From an optimization exercise on the open Yosys and OpenROAD flow, aimed at small area, a short achievable clock period and few clock cycles; shortcuts taken in it are not production practice. The RTL was checked by simulation tests, not by an equivalence proof against the original design. Power and IR drop assume default switching activity.

==> flow/design.v <==
module sram_march (
    input  wire        clk,
    input  wire        rst,             
    input  wire [16:0] cfg_size,
    input  wire [7:0]  cfg_sections,
    input  wire [6:0]  cfg_overlap,
    input  wire        cfg_intraword,
    input  wire        step_valid,
    output reg         step_ready,
    output reg         sram_req,
    output reg         sram_we,
    output reg  [15:0] sram_addr,
    output reg  [7:0]  sram_wdata,
    input  wire        sram_gnt,
    input  wire        sram_rvalid,
    input  wire [7:0]  sram_rdata,
    output reg         done,
    output reg         done_bad,
    output reg  [7:0]  cursor,
    output reg         sram_fault
);
    localparam [2:0] S_DIV   = 3'd0,    
                     S_MUL   = 3'd1,    
                     S_D100  = 3'd2,    
                     S_IDLE  = 3'd3,
                     S_SET1  = 3'd4,    
                     S_SET2  = 3'd5,    
                     S_RUN   = 3'd6,
                     S_DRAIN = 3'd7;    
    localparam [2:0] P_SAVE    = 3'd0,
                     P_M1      = 3'd1,
                     P_M2      = 3'd2,
                     P_M3      = 3'd3,
                     P_M4      = 3'd4,
                     P_IW      = 3'd5,
                     P_RESTORE = 3'd6;
    reg  [2:0]  state;
    reg  [2:0]  phase;
    reg  [3:0]  u;           
    reg  [15:0] J;           
    reg  [15:0] base;        
    reg  [16:0] endx;        
    reg  [15:0] B;
    reg  [14:0] O;           
    reg  [7:0]  nsec;        
    reg  [7:0]  rem;
    reg         rnz;         
    reg         fl;          
    reg         bad;
    reg  [1:0]  ocnt;        
    reg  [3:0]  tag;         
    reg  [7:0]  expv;
    always @* begin
        case (tag[2:0])
            3'd0: expv = 8'h00;
            3'd1: expv = 8'hFF;
            3'd2: expv = 8'h55;
            3'd3: expv = 8'hAA;
            3'd4: expv = 8'h33;
            3'd5: expv = 8'hCC;
            3'd6: expv = 8'hF0;
            default: expv = 8'h0F;
        endcase
    end
    wire        rd_acc  = sram_req & sram_gnt & ~sram_we;
    wire [1:0]  ocnt_nx = ocnt + {1'b0, rd_acc} - {1'b0, sram_rvalid};
    wire        bad_nx  = bad | (sram_rvalid & tag[3] & (sram_rdata != expv));
    wire [15:0] a_inc = sram_addr + 16'd1;
    wire [15:0] a_dec = sram_addr - 16'd1;
    wire        at_end  = ({1'b0, sram_addr} + 17'd1 == endx);
    wire        at_base = (sram_addr == base);
    wire        sec0    = (cursor == 8'd0);
    reg  [2:0]  n_phase;
    reg  [3:0]  n_u;
    reg  [1:0]  n_asel;      
    reg         n_abase;     
    reg         n_azero;     
    reg         n_jswap;     
    reg         n_we;
    reg         n_copy;      
    reg  [7:0]  n_wd;
    reg  [3:0]  n_tag;
    reg         n_fin;       
    function [7:0] pat;
        input [2:0] v;
        case (v)
            3'd0: pat = 8'h55;
            3'd1: pat = 8'hAA;
            3'd2: pat = 8'h33;
            3'd3: pat = 8'hCC;
            3'd4: pat = 8'hF0;
            default: pat = 8'h0F;
        endcase
    endfunction
    reg         m4_iw;
    always @* m4_iw = cfg_intraword;
    always @* begin
        n_phase = phase;
        n_u     = u;
        n_asel  = 2'd0;
        n_abase = 1'b0;
        n_azero = 1'b0;
        n_jswap = 1'b0;
        n_we    = 1'b0;
        n_copy  = 1'b0;
        n_wd    = 8'h00;
        n_tag   = 4'b1000;
        n_fin   = 1'b0;
        case (phase)
            P_SAVE: begin
                if (u == 4'd0) begin
                    n_u = 4'd1; n_asel = 2'd3; n_jswap = 1'b1;
                    n_we = 1'b1; n_copy = 1'b1;
                end else if (!fl) begin
                    n_u = 4'd0; n_asel = 2'd3; n_jswap = 1'b1;
                    n_tag = 4'b0000;
                end else begin
                    n_phase = P_M1; n_u = 4'd0; n_abase = 1'b1;
                    n_we = 1'b1; n_wd = 8'h00;
                end
            end
            P_M1: begin
                if (!at_end) begin
                    n_asel = 2'd1; n_we = 1'b1; n_wd = 8'h00;
                end else begin
                    n_phase = P_M2; n_abase = 1'b1; n_tag = 4'b1000;
                end
            end
            P_M2: begin
                if (u == 4'd0) begin
                    n_u = 4'd1; n_we = 1'b1; n_wd = 8'hFF;
                end else if (!at_end) begin
                    n_u = 4'd0; n_asel = 2'd1; n_tag = 4'b1000;
                end else begin
                    n_phase = P_M3; n_u = 4'd0; n_tag = 4'b1001;
                end
            end
            P_M3: begin
                if (u == 4'd0) begin
                    n_u = 4'd1; n_we = 1'b1; n_wd = 8'h00;
                end else if (!at_base) begin
                    n_u = 4'd0; n_asel = 2'd2; n_tag = 4'b1001;
                end else begin
                    n_phase = P_M4; n_u = 4'd0; n_tag = 4'b1000;
                end
            end
            P_M4: begin
                if (!at_end) begin
                    n_asel = 2'd1; n_tag = 4'b1000;
                end else if (m4_iw) begin
                    n_phase = P_IW; n_u = 4'd0; n_abase = 1'b1;
                    n_we = 1'b1; n_wd = 8'h55;
                end else if (!sec0) begin
                    n_phase = P_RESTORE; n_u = 4'd0; n_azero = 1'b1;
                    n_tag = 4'b0000;
                end else begin
                    n_fin = 1'b1;
                end
            end
            P_IW: begin
                if (!u[0]) begin
                    n_u = u + 4'd1; n_tag = {1'b1, 3'd2 + u[3:1]};
                end else if (u != 4'd11) begin
                    n_u = u + 4'd1; n_we = 1'b1; n_wd = pat(u[3:1] + 3'd1);
                end else if (!at_end) begin
                    n_u = 4'd0; n_asel = 2'd1; n_we = 1'b1; n_wd = 8'h55;
                end else if (!sec0) begin
                    n_phase = P_RESTORE; n_u = 4'd0; n_azero = 1'b1;
                    n_tag = 4'b0000;
                end else begin
                    n_fin = 1'b1;
                end
            end
            default: begin  
                if (u == 4'd0) begin
                    n_u = 4'd1; n_asel = 2'd3; n_jswap = 1'b1;
                    n_we = 1'b1; n_copy = 1'b1;
                end else if (!at_end) begin
                    n_u = 4'd0; n_asel = 2'd3; n_jswap = 1'b1;
                    n_tag = 4'b0000;
                end else begin
                    n_fin = 1'b1;
                end
            end
        endcase
    end
    wire slot = ~sram_req | sram_gnt;
    reg  can;
    always @* begin
        if (n_fin)
            can = 1'b1;
        else if (n_we)
            can = !n_copy || (ocnt_nx == 2'd0);
        else
            can = (ocnt_nx == 2'd0) || ((ocnt_nx == 2'd1) && (n_tag == tag));
    end
    wire [9:0]  dv_sub  = {1'b0, rem, B[15]} - {2'b0, nsec};
    wire [22:0] mu_sum  = {rem[5:0], J, 1'b0} + (O[6] ? {7'd0, B} : 23'd0);
    wire [8:0]  dh_sub  = {rem, J[15]} - 9'd100;
    wire [16:0] g_sum;
    reg  [16:0] g_x, g_y;
    reg         g_c;
    assign g_sum = g_x + g_y + {16'd0, g_c};
    wire        is_lastn = ({1'b0, cursor} == {1'b0, nsec});           
    wire        is_nm1   = ({1'b0, cursor} + 9'd1 == {1'b0, nsec});    
    always @* begin
        g_x = endx;
        g_y = {1'b0, B};
        g_c = 1'b0;
        if (state == S_SET1) begin
            g_x = endx; g_y = ~{2'b0, O}; g_c = 1'b1;
        end else begin
            if (cursor == 8'd0) begin
                g_x = {1'b0, B}; g_y = {2'b0, O};
            end else if (cursor == 8'd1) begin
                g_x = {1'b0, B}; g_y = {1'b0, B};
            end
        end
    end
    always @(posedge clk) begin
        if (rst) begin
            state      <= S_DIV;
            u          <= 4'd0;
            cursor     <= 8'd0;
            done       <= 1'b0;
            done_bad   <= 1'b0;
            sram_fault <= 1'b0;
            sram_req   <= 1'b0;
            step_ready <= 1'b0;
            ocnt       <= 2'd0;
            nsec       <= cfg_sections;
            B          <= cfg_size[15:0];
            rem        <= {7'd0, cfg_size[16]};
            O          <= {8'd0, cfg_overlap};
            J          <= 16'd0;
        end else begin
            done <= 1'b0;
            ocnt <= ocnt_nx;
            bad  <= bad_nx;
            if (sram_rvalid && !tag[3])
                sram_wdata <= sram_rdata;
            case (state)
                S_DIV: begin
                    u <= u + 4'd1;
                    if (!dv_sub[9]) begin
                        rem <= dv_sub[7:0];
                        B   <= {B[14:0], 1'b1};
                    end else begin
                        rem <= {rem[6:0], B[15]};
                        B   <= {B[14:0], 1'b0};
                    end
                    if (u == 4'd15) begin
                        state <= S_MUL;
                        u     <= 4'd9;
                    end
                end
                S_MUL: begin
                    if (u == 4'd9) begin
                        rnz <= (rem != 8'd0);
                        rem <= 8'd0;
                        J   <= 16'd0;
                        u   <= 4'd0;
                    end else begin
                        {rem[6:0], J} <= mu_sum;
                        O[6:0] <= {O[5:0], 1'b0};
                        u <= u + 4'd1;
                        if (u == 4'd6) begin
                            state <= S_D100;
                            u     <= 4'd0;
                        end
                    end
                end
                S_D100: begin
                    u <= u + 4'd1;
                    if (!dh_sub[8]) begin
                        rem <= dh_sub[7:0];
                        J   <= {J[14:0], 1'b1};
                    end else begin
                        rem <= {rem[6:0], J[15]};
                        J   <= {J[14:0], 1'b0};
                    end
                    if (u == 4'd15) begin
                        O          <= {J[13:0], ~dh_sub[8]};
                        state      <= S_IDLE;
                        step_ready <= 1'b1;
                    end
                end
                S_IDLE: begin
                    if (step_valid) begin
                        step_ready <= 1'b0;
                        state      <= S_SET1;
                    end
                end
                S_SET1: begin
                    if (cursor == 8'd0)      base <= 16'd0;
                    else if (cursor == 8'd1) base <= endx[15:0];
                    else                     base <= g_sum[15:0];
                    state <= S_SET2;
                end
                S_SET2: begin
                    if (is_lastn && cursor != 8'd0) endx <= cfg_size;
                    else                            endx <= g_sum;
                    sram_addr <= base;
                    J         <= 16'd0;
                    sram_req  <= 1'b1;
                    bad       <= 1'b0;
                    u         <= 4'd0;
                    fl        <= 1'b0;
                    if (sec0) begin
                        phase      <= P_M1;
                        sram_we    <= 1'b1;
                        sram_wdata <= 8'h00;
                    end else begin
                        phase      <= P_SAVE;
                        sram_we    <= 1'b0;
                        tag        <= 4'b0000;
                    end
                    state <= S_RUN;
                end
                S_RUN: begin
                    if (slot) begin
                        if (phase == P_SAVE && u == 4'd0)
                            fl <= at_end;
                        if (!can) begin
                            sram_req <= 1'b0;
                        end else if (n_fin) begin
                            sram_req <= 1'b0;
                            state    <= S_DRAIN;
                        end else begin
                            sram_req <= 1'b1;
                            sram_we  <= n_we;
                            phase    <= n_phase;
                            u        <= n_u;
                            if (n_we && !n_copy)
                                sram_wdata <= n_wd;
                            if (!n_we)
                                tag <= n_tag;
                            if (n_abase)
                                sram_addr <= base;
                            else if (n_azero)
                                sram_addr <= 16'd0;
                            else case (n_asel)
                                2'd0: sram_addr <= sram_addr;
                                2'd1: sram_addr <= a_inc;
                                2'd2: sram_addr <= a_dec;
                                default: sram_addr <= J;
                            endcase
                            if (n_azero)      J <= base;
                            else if (n_jswap) J <= a_inc;
                        end
                    end
                end
                default: begin  
                    if (ocnt_nx == 2'd0) begin
                        done       <= 1'b1;
                        done_bad   <= bad_nx;
                        if (bad_nx) sram_fault <= 1'b1;
                        cursor     <= ((is_nm1 && !rnz) || is_lastn) ? 8'd0 : cursor + 8'd1;
                        state      <= S_IDLE;
                        step_ready <= 1'b1;
                    end
                end
            endcase
        end
    end
endmodule
==> flow/run.sh <==
#!/bin/bash
# synth_recipe.tcl (not shown) runs the flow's synth.tcl, then flattens the netlist and writes it again
# the make line also repeats each setting of config.mk as NAME=value (left out here)
make -C /OpenROAD-flow-scripts/flow DESIGN_CONFIG=/design/flow/config.mk WORK_HOME=/design/flow/orfs CLKGATE_MAP_FILE= SYNTH_SCRIPT=/design/flow/synth_recipe.tcl finish
==> flow/config.mk <==
export PLATFORM = sky130hd
export DESIGN_NAME = sram_march
export DESIGN_NICKNAME = sram_march
export VERILOG_FILES = /design/flow/design.v
export SDC_FILE = /design/flow/constraint.sdc
export NUM_CORES = 4
export LEC_CHECK = 0
export CAP_MARGIN = 20
export CORE_MARGIN = 2
export CORE_UTILIZATION = 40
export PLACE_DENSITY = 0.6
export SLEW_MARGIN = 20
==> flow/constraint.sdc <==
create_clock -name core_clock -period 42.0 [get_ports {clk}]
set_input_delay 8.4000 -clock core_clock [delete_from_list [all_inputs] [get_ports {clk}]]
set_output_delay 8.4000 -clock core_clock [all_outputs]
set_load 0.01 [all_outputs]
==> impl_metrics.tcl <==
set metrics [dict create \
    max_clock_freq_ghz 0.0862 \
    cellLeakagePower_nw 5.54 \
    cts_tree "built" \
    finClkSkew_ps 18.1 \
    path_class "input pin to flip-flop" \
    syn_area_um2 13200 \
    finalSetupViolCount 0 \
    cts-resized-gates 0 \
    hold_class "flip-flop to flip-flop" \
    synth_edf_count 100 \
    cts_root_buf "clkbuf_16" \
    finalHoldViolations 0 \
    cp-start-kind "input pin" \
    synthArstFlopShare_pct 0 \
    total_power_mw 0.448 \
    ys_seq_elements 153 \
    synth_fp_nets 1682 \
    antenna_found_initial 0 \
    cp.required_ps 42290 \
    routed_wl_um 42600 \
    fp.dieArea_um2 34600 \
    drive_above_1_share_pct 9.09 \
    nets 1693 \
    synth_cell_types 86 \
    rsz0062_at_grt "false" \
    worstMarginPinSlew_ps 1050 \
    hold_slack_ps 461 \
    core_region_area_um2 32500 \
    timing.setup.tns_ps 0 \
    synth_cells 1571 \
    wl_per_cell_um 20.9 \
    synth_area_per_cell_um2 8.42 \
    port_buffers 83 \
    seq_area_frac_synth_pct 30.7 \
    cts_sinks 153 \
    die_h_um 186 \
    worst_slack_ps 30400 \
    cts_setup_buffers 0 \
    endpoint_kind "flip-flop" \
    numCtsBuffers 17 \
    grt_pass1_wl_um 66200 \
    synthTopCellsByArea "edfxtp_1 (23%), dfxtp_1 (8.0%), ha_1 (5.8%), nand2_1 (5.0%), mux2_2 (4.4%)" \
    yosys_warnings 1 \
    critical_path.max_fanout 17 \
    start_util_pct 40.7 \
    clk_latency_ps 450 \
    drtPass1Iterations 6 \
    drc 0 \
    cts_buffer_depth 2 \
    fin_cells 2037 \
    track_usage_pct 24.8 \
    synth_ff_type "edfxtp_1" \
    drt_iter0_drc 1121 \
    diodes 0 \
    maxCapViolCount 0 \
    dpl.hpwl_um 31200 \
    startpoint "sram_gnt" \
    hold_buffers 0 \
    area_growth_pct 12.8 \
    grt_overflow_total 0 \
    std_cell_rows 66 \
    post-route-period-util_pct 27.6 \
    path_clk_slew_ps 70 \
    synth_top_area_share_pct 22.7 \
    peakVddDrop_mv 0.0249 \
    maxSlewViolCount 0 \
    reg2reg_from "sram_addr[3]" \
    cp.arrival_ps 11900 \
    relSlewSlack_pct 29.8 \
    gp_congestion 0.952 \
    yosys.area.top_type "edfxtp_1" \
    grt_max_degree 52 \
    cts_max_level 4 \
    grt_pass1_vias 11400 \
    place_inst 2005 \
    run_status "no timing/DRC/antenna violations" \
    hp-start "done_bad" \
    viasPerCell 6.02 \
    r2r_slack_ps 35820 \
    io_pins 84 \
    die_x_um 186 \
    place_ws_ps 29970 \
    ant_nets 0 \
    p_per_area_nw_per_um2 30.0 \
    vias 12300 \
    fin_crit_ps 11600 \
]
==> placed cells by master, fill, tap and decap left out, types with 5 or more instances in the layout <==
cell	Yosys	final
a211oi_1	41	41
a211oi_2	10	10
a21boi_0	8	8
a21o_1	15	15
a21oi_1	114	114
a221o_1	7	7
a22oi_1	16	16
a311oi_1	5	5
a31oi_1	26	26
and2_1	24	24
and3_1	20	20
buf_4	5	14
clkbuf_16	0	21
clkdlybuf4s50_1	0	82
dfxtp_1	53	53
edfxtp_1	100	100
ha_1	61	61
inv_1	65	65
mux2_2	52	52
mux2i_1	35	35
nand2_1	177	177
nand2b_1	16	16
nand3_1	43	43
nand4_1	15	15
nor2_1	112	110
nor2b_1	19	19
nor3_1	36	34
nor4_1	19	19
nor4_4	5	5
o211ai_1	18	18
o21a_1	9	9
o21ai_0	91	91
o22ai_1	13	13
o31ai_1	22	22
o32ai_1	5	5
or3_1	18	18
xnor2_1	60	60
xor2_1	46	46
==> flip-flops by register name, summed over array words and instances (netlist names), 2 cells and up <==
signal and count:
B 16, J 16, O 15, base 16
cursor 8, endx 17, nsec 8, ocnt 2
phase 3, rem 8, sram_addr 16, sram_wdata 8
state 3, tag 4, u 4
==> critical path, cell delays in order <==
cell and delay (ps):
clkdlybuf4s50_1 490, nand3b_1 90, ha_1 280, inv_1 40, ha_1 180, xor2_1 150, xnor2_1 180, nor2b_1 190
o21bai_1 230, a311oi_4 770, a21o_1 720, a211oi_1 180
==> cells in the mapped netlist, types with 9 or more instances <==
cell and number:
a31oi_1 26, o31ai_1 22, nor3_1 36, nand3_1 43, mux2i_1 35, or3_1 18, a211oi_2 10, and3_1 20
a22oi_1 16, dfxtp_1 53, o21ai_0 91, buf_2 11, mux2_2 52, a21oi_1 114, nand2b_1 16, nand2_1 177
and2_1 24, o211ai_1 18, nor4_1 19, nor2b_1 19, inv_1 65, a211oi_1 41, o21a_1 9, a21o_1 15
xor2_1 46, edfxtp_1 100, xnor2_1 60, nand4_1 15, o22ai_1 13, nor2_1 112, buf_1 11, clkbuf_1 76
ha_1 61
==> per-layer routing <==
layer  GRT usage (%)  wire [µm]  share of wire (%)
met2            38.3      18900                 44
met5               0          0                  0
met1            36.1      20000                 47
met4            5.98        620                1.5
met3            3.85       3120                7.3
==> per-stage QoR <==
step	area, µm²	util [%]
floorplan	13200	-
global placement	14300	43.9
CTS	14900	45.9
global route	14900	45.9
finish	14900	45.9
detailed placement	14300	44.0
==> kinds of logic after synthesis <==
| family | after synthesis | synth area share (%) |
|---|---|---|
| AND/OR/NAND/NOR | 538 | 20.5 |
| multiplexers | 87 | 7.07 |
| AO/OA/AOI/OAI | 450 | 22.7 |
| flip-flops | 153 | 30.7 |
| XOR/XNOR | 109 | 7.48 |
| buffers and inverters | 169 | 5.10 |
| adder cells (fa/ha/maj) | 65 | 6.37 |
==> layout make-up <==
class / count / area [µm²]
repair buffers: 96 / 926
inverters: 65 / 244
clock inverters: 8 / 77.6
multi-input cells: 1249 / 8520
well taps: 442 / 553
flip-flops and latches: 153 / 4060
clock buffers: 24 / 547
fillers: 3218 / 17600
==> path summary, 6_finish.rpt <==
path / to / depth (start not counted)
worst max-delay path: J[2] / 12
worst min-delay path: done_bad / 2
worst max register to register: sram_addr[15] / 14
worst min register to register: done_bad / 2
==> report_power, final <==
group | internal (mW) | switching, mW | leakage (nW) | total [mW]
combinational | 0.0490 | 0.0524 | 3.85 | 0.101
clock | 0.0975 | 0.0686 | 0.311 | 0.166
sequential | 0.169 | 0.0118 | 1.38 | 0.181
Testbench counts, summed over its fixed seeds: cycles 373,981.

-- separate check: timing with driven ports --
The results above use ideal ports. As a check the final layout listed here was re-extracted and re-timed, cells and wires unchanged. Step 1 (the two cells are an assumption about what drives the block):
set clk [get_ports {clk}]
set_driving_cell -lib_cell sky130_fd_sc_hd__clkbuf_16 $clk
set_driving_cell -lib_cell sky130_fd_sc_hd__buf_2 [delete_from_list [all_inputs] $clk]
Step 2 also shifts input and output timing later by t, the mid clock arrival at the registers, as if the neighbouring blocks saw the same clock. a / b / c = ideal ports / drivers / drivers and shift; a / b = the first two.
t (ns): 0.485
setup slack, ns: 30.396 / 30.410 / 29.925
worst register clock-pin slew, ns: 0.07 / 0.07
After both steps setup and hold are still met in this run. The setup slack of this run moves by +0.014 ns with the drivers and by -0.471 ns with both steps.
